Source: an optimization exercise on an open RTL-to-GDS flow (aim: small area and a short achievable clock period). Production flows keep margins and buffers that such runs may drop. Only simulation tests tie the RTL to the original design; equivalence was not proved. Power and IR drop assume default switching activity.

// xfold_engine
module xfold_engine (
    input             clk,
    input             rst,
    input             cmd_valid,
    input      [31:0] cmd,
    input             sink_ready,
    output            resp_valid,
    output            resp_ill,
    output     [31:0] resp,
    output            txo_valid,
    output     [7:0]  txo_data,
    output            txo_final
);
For scale: about 4,600 cells after synthesis, ~49,000 um2 of cells after synthesis.
==> flow/config.mk <==
export PLATFORM = sky130hd
export DESIGN_NAME = xfold_engine
export DESIGN_NICKNAME = xfold_engine
export VERILOG_FILES = /design/flow/design.v
export SDC_FILE = /design/flow/constraint.sdc
export NUM_CORES = 4
export LEC_CHECK = 0
export CAP_MARGIN = 20
export CORE_MARGIN = 2
export CORE_UTILIZATION = 40
export SETUP_SLACK_MARGIN = 5
export SLEW_MARGIN = 20
export SYNTH_HIERARCHICAL = 1
export TNS_END_PERCENT = 0
==> flow/constraint.sdc <==
create_clock -name core_clock -period 10.0 [get_ports {clk}]
set_input_delay 2.0000 -clock core_clock [delete_from_list [all_inputs] [get_ports {clk}]]
set_output_delay 2.0000 -clock core_clock [all_outputs]
set_load 0.01 [all_outputs]
standard.sh (not shown) runs the stock make flow with config.mk's settings and CLKGATE_MAP_FILE= SYNTH_SCRIPT=/design/flow/synth_recipe.tcl, a recipe that flattens the netlist after the stock synthesis.
==> flow/flow/run.sh <==
#!/bin/bash
# The standard layout, with two changes to how it is made:
#  - the port buffers that placement inserts are sky130_fd_sc_hd__buf_4 cells
#    (every input and output port still gets its own buffer), and
#  - timing repair may swap a cell for one with a different footprint.
# Synthesis is the standard one, run unchanged.
set -euo pipefail
bash standard.sh synth > synth.log 2>&1
bash standard.sh BUFFER_PORTS_ARGS="-buffer_cell sky130_fd_sc_hd__buf_4" MATCH_CELL_FOOTPRINT=0 finish > layout.log 2>&1
Next try:
SETUP_SLACK_MARGIN = 4   (was 5)
After rerunning: The changed run finished with timing, DRC and antenna clean. Critical path depth is higher by 1. Clock power increases by a few percent. Worst setup slack improved by 230 ps. Synthesized cell count stays the same. Utilization rises by 0.71 points. Via count decreases slightly. Clock skew grows by 43 ps.
Next try:
CORE_UTILIZATION = 50   (was 40)
CTS_BUF_LIST = sky130_fd_sc_hd__clkbuf_8   (was not set)
CTS_CLUSTER_DIAMETER = 50   (was not set)
CTS_CLUSTER_SIZE = 12   (was not set)
After rerunning: Utilization went up by 9.2 points; routed wire length went down by a few percent; die area went down by about a fifth; clock-buffer cell count went down by 6.

========
Setup of zinc:
Starting RTL as in the previous note.
export LEC_CHECK = 0
export CAP_MARGIN = 20
export CORE_MARGIN = 2
export CORE_UTILIZATION = 40
export CTS_BUF_LIST = sky130_fd_sc_hd__clkbuf_8
export CTS_CLUSTER_DIAMETER = 60
export CTS_CLUSTER_SIZE = 16
export SETUP_SLACK_MARGIN = 4
export SLEW_MARGIN = 20
export SYNTH_HIERARCHICAL = 1
export TNS_END_PERCENT = 0
create_clock -name core_clock -period 10.0 [get_ports {clk}]
Scripts as last shown in full above: flow/flow/run.sh
## Diff of input files: ember against zinc
Settings: CTS_CLUSTER_DIAMETER changed from 60 to 50; CORE_UTILIZATION changed from 40 to 55; CTS_CLUSTER_SIZE changed from 16 to 12.
==> summary.txt <==
- | number of gates on the worst path with buffers counted | higher: zinc |
- Tap cell instance count (ember vs. zinc) decreases by more than a quarter
- Looking at fraction of power spent switching nets, ember sits 1.2 points below zinc.
- Delta (ember minus zinc): clock-buffer cell count up 34; clock-pin slew of the registers on the worst-case setup and hold paths lower.
- Going from zinc to ember, wire length of the first global-routing pass shrank by a few percent.
- Total placed instance area, zinc and ember, higher one = zinc.
- Non-clock buffer contribution to total cell area delta for ember relative to zinc: 0.48 points lower
- In ember, wire length after detailed routing is lower than in zinc.
- Power: ember draws more than zinc
- Setup slack ends up higher on ember.
Inputs modified between ember and onyx:
Settings: CORE_UTILIZATION: 55 -> 40.
## What came out
- From onyx to ember, flip-flop and latch count did not move at all.
- onyx against ember: row count shows an increase of 19, stage delay of the slowest cell on the critical path now sits lower, final routed wire length divided by cell count -2.7%.
- When onyx is measured against ember, its remaining max-slew budget at the tightest pin turns out 2.1 points higher.
- Comparing onyx with ember, the worst hold slack came out essentially unchanged.
- Measured against onyx, the final-layout fill cell count of ember comes out at 0.64 times the reference value.
- onyx against ember: met2 wirelength from detailed routing has increased; top-level I/O count shows no meaningful change.

## static timing again, ports no longer ideal
In the flow no input, the clock included, has a driving cell. The finished layouts below were timed again as built, in two steps.
Step 1 sets driving cells, clkbuf_16 on the clock port and buf_2 on the other inputs (assumed; they add their load-dependent delay and slew).
Step 2 moves the port delays by t, midway between the first and last clock arrival at a register: inputs arrive t later, outputs are due t later. That takes back most of the time a late clock gives input paths.
Three values: ideal ports, drivers, drivers and shift; two values: the first two.
| run | t (ns) | setup slack, ns | cell pins on the clock port's net |
|---|---|---|---|
| the first run of note 1 | 0.831 | 3.252 / 3.030 / 2.725 | 1 |
| the second run of note 1 | 0.830 | 3.481 / 3.395 / 2.717 | 1 |
| the third run of note 1 | 0.901 | 3.489 / 3.306 / 2.698 | 1 |
| zinc | 0.896 | 3.398 / 3.369 / 2.673 | 1 |
| ember | 0.929 | 3.467 / 3.428 / 2.557 | 1 |
| onyx | 0.965 | 3.454 / 3.416 / 2.654 | 1 |
After both steps setup and hold are still met in every run listed. For ember, which loses most, drivers alone change the setup slack by -0.039 ns; drivers and shift together by -0.910 ns.
